This design comes from an exercise in tuning for small area, a short achievable clock period and few clock cycles on the open sky130 flow, not from production work. At most, simulation tests tie the RTL to the original design; equivalence was not proved. Function not checked in run 1: the RTL went through the layout flow alone.

==> flow/design.v (outline; a module is shown in full before it is edited, if it fits) <==
// module csum_codec: 1291 lines
// module csum_fa: 10 lines
module csum_codec (
    input  wire         clk,
    input  wire         rst,
    input  wire         start,
    input  wire [31:0]  cmd,
    input  wire [7:0]   blen,
    input  wire [623:0] frame,
    output wire         ready,
    output reg          done,
    output wire [7:0]   status,
    output wire [15:0]  value
);
  // ...
==> flow/flow/run.sh <==
#!/bin/bash
# The standard layout, with the port buffers made as buf_1 cells (every
# input and output port still gets its own buffer).
set -euo pipefail
export BUFFER_PORTS_ARGS="-buffer_cell sky130_fd_sc_hd__buf_1"
bash standard.sh synth > synth.log 2>&1
bash standard.sh finish > layout.log 2>&1
==> flow/standard.sh <==
#!/bin/bash
# synth_recipe.tcl (not shown) runs the flow's synth.tcl, then flattens the netlist and writes it again
# the make line also repeats each setting of config.mk as NAME=value (left out here)
make -C /OpenROAD-flow-scripts/flow DESIGN_CONFIG=/design/flow/config.mk WORK_HOME=/design/flow/orfs CLKGATE_MAP_FILE= SYNTH_SCRIPT=/design/flow/synth_recipe.tcl "${@:-finish}"
==> flow/config.mk <==
export PLATFORM = sky130hd
export DESIGN_NAME = csum_codec
export DESIGN_NICKNAME = csum_codec
export VERILOG_FILES = /design/flow/design.v
export SDC_FILE = /design/flow/constraint.sdc
export NUM_CORES = 4
export LEC_CHECK = 0
export CAP_MARGIN = 20
export CORE_AREA = 10 10 250 250
export CTS_BUF_LIST = sky130_fd_sc_hd__clkbuf_4 sky130_fd_sc_hd__clkbuf_8
export DIE_AREA = 0 0 260 260
export SETUP_SLACK_MARGIN = 2.5
export SLEW_MARGIN = 20
export SYNTH_HIERARCHICAL = 1
==> flow/constraint.sdc <==
create_clock -name core_clock -period 8.0 [get_ports {clk}]
set_input_delay 1.6000 -clock core_clock [delete_from_list [all_inputs] [get_ports {clk}]]
set_output_delay 1.6000 -clock core_clock [all_outputs]
set_load 0.01 [all_outputs]
==> flow_summary.json, run 1 <==
{
  "status": "timing/DRC/antenna clean",
  "nClkBuffers": 11,
  "crit_buf_inv": 3,
  "async_flop_share": 0,
  "p_clk_frac": 0.027,
  "r2r_cells": 1,
  "crit_fanout": 9,
  "p_leak_nw": 8.85,
  "yosysMostFrequentCell": "fa_1",
  "drv_slew": 0,
  "grt_pass1_wl_um": 142000,
  "min_to": "done$_SDFF_PP0_",
  "root_buffer": "clkbuf_8",
  "final_cell_mix": "buf_1, nand2_1, fa_1",
  "final-nonclk-buf-share": 0.167,
  "hold_path.class": "flip-flop to flip-flop",
  "min-delay-start": "rdy$_DFF_P_",
  "busiest_layer": "met2",
  "nWellTaps": 756,
  "fin_total_pwr_mw": 11.5,
  "slowest_stage": "fa_2",
  "ys_seq_area_frac": 0.0801,
  "numPortBuffers": 687,
  "setup_viol": 0,
  "crit_start": "frame[110]",
  "met3_usage": 0.0899,
  "top_register": "rq",
  "r2r-end": "done$_SDFF_PP0_",
  "cp.arrival_ns": 5.78,
  "numClockSinks": 71,
  "power_switching_share": 0.554,
  "synth-edff-count": 0,
  "postSynthCellCount": 1636,
  "crit_family": "adder cells",
  "totalWireLength_um": 103000,
  "worst_hold_slack_ns": 0.482,
  "sh_seq_area": 0.0597,
  "fmaxAchievable_mhz": 180,
  "yosys_warnings": 7,
  "register_area_um2": 1420,
  "p_comb_mw": 10.4,
  "path_clk_slew_ns": 0.11
}
==> run 2, diff against run 1 <==
--- a/flow/design.v
+++ b/flow/design.v
@@ -17,48 +17,42 @@
                               frame[12*8 +: 8], frame[13*8 +: 8]};
     wire cmd_legal = (cmd[31:8] == 24'd0) &&
                      (cmd[7:0] == 8'h01 || cmd[7:0] == 8'h02);
     wire runt      = (blen < HDR_BYTES);
     wire oversize  = (len_field > MAX_PAYLOAD);
     wire truncated = ({1'b0, blen} < (9'd14 + {2'b00, len_field[6:0]}));
     wire frame_bad = runt || oversize || truncated;
     wire [6:0] len7 = frame[13*8 +: 7];
-    wire [3:0] lh = len7[6:3];
-    wire [2:0] ll = len7[2:0];
-    wire [7:0] hgt, heq, lgt;
-    assign hgt[0] = lh[3] | (lh[2] & ~lh[3]) | (lh[1] & ~lh[3] & ~lh[2]) | (lh[0] & ~lh[3] & ~lh[2] & ~lh[1]);
-    assign hgt[1] = lh[3] | (lh[2] & ~lh[3]) | (lh[1] & ~lh[3] & ~lh[2]);
-    assign hgt[2] = lh[3] | (lh[2] & ~lh[3]) | (lh[0] & ~lh[3] & ~lh[2] & lh[1]);
-    assign hgt[3] = lh[3] | (lh[2] & ~lh[3]);
-    assign hgt[4] = lh[3] | (lh[1] & ~lh[3] & lh[2]) | (lh[0] & ~lh[3] & lh[2] & ~lh[1]);
-    assign hgt[5] = lh[3] | (lh[1] & ~lh[3] & lh[2]);
-    assign hgt[6] = lh[3] | (lh[0] & ~lh[3] & lh[2] & lh[1]);
-    assign hgt[7] = lh[3];
-    assign heq[0] = ~lh[3] & ~lh[2] & ~lh[1] & ~lh[0];
-    assign heq[1] = ~lh[3] & ~lh[2] & ~lh[1] & lh[0];
-    assign heq[2] = ~lh[3] & ~lh[2] & lh[1] & ~lh[0];
-    assign heq[3] = ~lh[3] & ~lh[2] & lh[1] & lh[0];
-    assign heq[4] = ~lh[3] & lh[2] & ~lh[1] & ~lh[0];
-    assign heq[5] = ~lh[3] & lh[2] & ~lh[1] & lh[0];
-    assign heq[6] = ~lh[3] & lh[2] & lh[1] & ~lh[0];
-    assign heq[7] = ~lh[3] & lh[2] & lh[1] & lh[0];
-    assign lgt[0] = ll[2] | (ll[1] & ~ll[2]) | (ll[0] & ~ll[2] & ~ll[1]);
-    assign lgt[1] = ll[2] | (ll[1] & ~ll[2]);
-    assign lgt[2] = ll[2] | (ll[0] & ~ll[2] & ll[1]);
-    assign lgt[3] = ll[2];
-    assign lgt[4] = (ll[1] & ll[2]) | (ll[0] & ll[2] & ~ll[1]);
-    assign lgt[5] = (ll[1] & ll[2]);
-    assign lgt[6] = (ll[0] & ll[2] & ll[1]);
+    wire [7:0] hgt, lgt;
+    assign hgt[0] = len7[6] | len7[5] | len7[4] | len7[3];
+    assign hgt[1] = len7[6] | len7[5] | len7[4];
+    assign hgt[2] = len7[6] | len7[5] | (len7[3] & len7[4]);
+    assign hgt[3] = len7[6] | len7[5];
+    assign hgt[4] = len7[6] | (len7[4] & len7[5]) | (len7[3] & len7[5]);
+    assign hgt[5] = len7[6] | (len7[4] & len7[5]);
+    assign hgt[6] = len7[6] | (len7[3] & len7[5] & len7[4]);
+    assign hgt[7] = len7[6];
+    assign lgt[0] = len7[2] | len7[1] | len7[0];
+    assign lgt[1] = len7[2] | len7[1];
+    assign lgt[2] = len7[2] | (len7[0] & len7[1]);
+    assign lgt[3] = len7[2];
+    assign lgt[4] = (len7[1] & len7[2]) | (len7[0] & len7[2]);
+    assign lgt[5] = (len7[1] & len7[2]);
+    assign lgt[6] = (len7[0] & len7[2] & len7[1]);
     assign lgt[7] = 1'b0;
     wire [63:0] m;
     genvar gi;
     generate
         for (gi = 0; gi < 64; gi = gi + 1) begin : g_mask
-            assign m[gi] = hgt[gi / 8] | (heq[gi / 8] & lgt[gi % 8]);
+            if (gi < 8) begin : g_lo
+                assign m[gi] = hgt[0] | lgt[gi];
+            end else begin : g_hi
+                assign m[gi] = hgt[gi / 8] | (hgt[gi / 8 - 1] & lgt[gi % 8]);
+            end
         end
     endgenerate
     reg  [511:0] pn;
     integer j;
     always @(*)
         for (j = 0; j < 64; j = j + 1)
             pn[8*j +: 8] = ~(frame[8*(14+j) +: 8] & {8{m[j]}});
     wire ff_in = (csum_field == 16'hFFFF);
==> flow/config.mk (replaced) <==
export PLATFORM = sky130hd
export DESIGN_NAME = csum_codec
export DESIGN_NICKNAME = csum_codec
export VERILOG_FILES = /design/flow/design.v
export SDC_FILE = /design/flow/constraint.sdc
export NUM_CORES = 4
export LEC_CHECK = 0
export CAP_MARGIN = 20
export CORE_AREA = 10 10 250 250
export DIE_AREA = 0 0 260 260
export SETUP_SLACK_MARGIN = 2.0
export SLEW_MARGIN = 20
export SYNTH_HIERARCHICAL = 1
==> flow_summary.json, run 2 <==
{
  "yosysMostFrequentCell": "fa_1",
  "fin_util": 0.389,
  "fin_worst_skew_ns": 0.0000464,
  "root_buffer": "clkbuf_16",
  "crit_fanout": 15,
  "reg2reg_slack_ns": 7.46,
  "postPlaceCellArea_um2": 21200,
  "h-tree-depth": 3,
  "drt_iter0_markers": 1537,
  "min_to": "done$_SDFF_PP0_",
  "worstSetupPathType": "input port to flip-flop",
  "register_area_um2": 1420,
  "hold_violations": 0,
  "clk_latency_ns": 0.35,
  "synth-edff-count": 0,
  "setup_tns_ns": 0,
  "numPortBuffers": 687,
  "die_w_um": 260,
  "io_pins": 693,
  "min-delay-start": "rdy$_DFF_P_",
  "largest_register_ffs": 64,
  "crit_required_ns": 8.23,
  "relSlewSlack": 0.277,
  "post-route-period-util": 0.748,
  "postSynthCellCount": 1618,
  "placed_cells": 3069,
  "clockBufferDepth": 2,
  "avgSynthCellArea_um2": 10.9,
  "via_count": 16400,
  "setup_viol": 0,
  "gr-usage-all-layers": 0.292,
  "placementRows": 87,
  "layout_commonest_cell": "buf_1",
  "async_flop_share": 0,
  "grt_pass1_wl_um": 139000,
  "p_leak_nw": 8.52,
  "netlist_top_cells_count": "fa_1, nand2_1, dfxtp_1, inv_1, a21oi_1",
  "drc": 0,
  "die-area_um2": 67600,
  "synth_cell_type_count": 44,
  "place_congestion": 1.01,
  "wire_per_inst_um": 32.4,
  "core_area_um2": 56700,
  "preCtsSetupSlack_ns": 0.823,
  "max-vdd-ir-drop_mv": 0.572,
  "reg2reg_from": "rdy$_DFF_P_",
  "rsz0062_at_grt": "yes",
  "power_per_cell_area_nw_per_um2": 521,
  "die-height_um": 260,
  "area_growth_pct": 25.6,
  "grt_max_degree": 19,
  "hpwlAfterDp_um": 90000,
  "fin_crit_ns": 5.98,
  "drv_cap": 0,
  "path_clk_slew_ns": 0.07,
  "fin_total_pwr_mw": 11.5,
  "drive_gt1_frac": 0.0587,
  "ant_nets": 0,
  "grt-ovfl-total": 0,
  "nNetsFinal": 3615,
  "r2r_cells": 1,
  "status": "timing/DRC/antenna clean",
  "fin_ws_ns": 2.02,
  "start_util": 0.310,
  "yosys_warnings": 7,
  "yosysTopAreaCell": "fa_1",
  "numCtsBuffers": 9,
  "final_cell_mix": "buf_1, fa_1, nand2_1",
  "worst_setup_path_start_kind": "input port",
  "ys_top_cells_by_area": "fa_1, nand2_1, dfxtp_1",
  "totalWireLength_um": 101000,
  "design_area_um2": 22100,
  "hold_path.class": "flip-flop to flip-flop",
  "holdPathStages": 1,
  "multi_input_area_um2": 16000,
  "drv_slew": 0,
  "syn_area_um2": 17600,
  "cp.arrival_ns": 6.21,
  "worst_hold_slack_ns": 0.485,
  "antenna_found_initial": 19,
  "cts_tree": "yes",
  "synthFlopType": "dfxtp_1",
  "numClockSinks": 71,
  "crit_path_end_kind": "flip-flop",
  "ys_seq_area_frac": 0.0809,
  "tightest_slew_ns": 1.08,
  "drt-pass1-iter-count": 6,
  "ys_ff_latch": 71,
  "grt_pass1_vias": 19200,
  "hold_buffers": 0,
  "fill_cells": 5733,
  "yosysTopAreaCellShare": 0.656,
  "top_register": "rq",
  "stdcell_count": 3111,
  "viasPerCell": 5.28,
  "r2r-end": "done$_SDFF_PP0_",
  "fmaxAchievable_mhz": 167
}
run 2: cell types whose count changed in the layout (fill, tap and decap cells not counted), sizes merged, moves of 4 or more:
cell	previous run	this run
buf	788	743
a21oi	37	44
o21ai	52	45
diode	10	4
inv	71	76
nand2b	8	4
nand3	9	5
run 2: per-layer routing:
layer  routed length [µm]  track usage  part of all wire
met5                  185            0            0.0018
met4                 2780       0.0804             0.028
met3                 9930       0.0773             0.099
met2                48400        0.485              0.48
met1                39500        0.370              0.39
run 2: worst max-delay path: stages:
cell,delay [ns]
clkdlybuf4s18_2,0.48
inv_1,0.41
o21ai_1,0.28
buf_4,0.27
nand2_1,0.11
fa_1,0.63
fa_1,0.49
fa_1,0.50
fa_1,0.43
fa_1,0.58
fa_1,0.41
run 2: how the worst max path moves through the flow:
stage               depth (start not counted)       start  slack [ns]        endpoint
floorplan                                  14  frame[106]        2.02   rq[3]$_DFF_P_
global placement                           11  frame[110]        0.60  rq[63]$_DFF_P_
detailed placement                         11  frame[110]        0.82  rq[63]$_DFF_P_
CTS                                        10  frame[108]        1.99  rq[63]$_DFF_P_
global route                               13  frame[110]        1.96  rq[55]$_DFF_P_
finish                                     11  frame[108]        2.02  rq[11]$_DFF_P_
run 2: cell families after synthesis:
logic type               synth area share
buffers and inverters              0.0262
AND/OR/NAND/NOR                     0.155
other                            0.000213
AO/OA/AOI/OAI                      0.0525
adder cells (fa/ha/maj)             0.674
flip-flops                         0.0809
XOR/XNOR                           0.0105
run 2: Yosys stat by module (local to each module, per instance):
module / cell area, µm² / cells / flip-flops and latches
csum_fa: 20.0 / 1 / 0
csum_codec: 6050 / 1042 / 71
run 2: timing repair:
action / CTS / global route
pin swaps: 6 / 5
gates resized for setup: 50 / 14
buffers inserted: 10 / 12
endpoints found under the setup margin: 64 / 42
run 2: area by class of cell:
class | count | share of cell area
antenna | 4 | 0.000454
inverter | 73 | 0.0127
multi-input combinational | 1445 | 0.724
sequential | 71 | 0.0644
timing repair buffer | 746 | 0.142
clock inverter | 7 | 0.00283
tap | 756 | 0.0429
clock buffer | 9 | 0.0102
run 2: report_power, final:
part	internal, mW	switching [mW]
sequential	0.708	0.168
clock	0.217	0.189
combinational	4.15	6.07
total	5.07	6.42
Testbench counts of run 2, summed over its fixed seeds: cycles 3,200.

[what the ideal ports hide]
Ports are ideal in the flow. The routed layouts listed here were re-timed in OpenROAD. Step 1, drivers: a clkbuf_16 drives clk and a buf_2 each remaining input, both assumed. Step 2 times the ports against the registers' clock, not the clock port: input delays grow and output delays shrink by t, the midpoint of the rising clock arrivals with the driver on. a / b / c = no drivers / after step 1 / after step 2; a / b = the first two.
| run | shift t [ns] | setup WS [ns] | worst register clock-pin slew, ns | worst slew at a driven data input, ns |
|---|---|---|---|---|
| run 1 | 0.404 | 2.449 / 2.403 / 1.999 | 0.11 / 0.11 | 0.19 |
| run 2 | 0.398 | 2.016 / 2.031 / 1.634 | 0.08 / 0.08 | 0.15 |
After both steps every run listed still meets setup and hold. The setup slack of run 1, which loses most, moves by -0.046 ns with the drivers and by -0.450 ns with both steps.
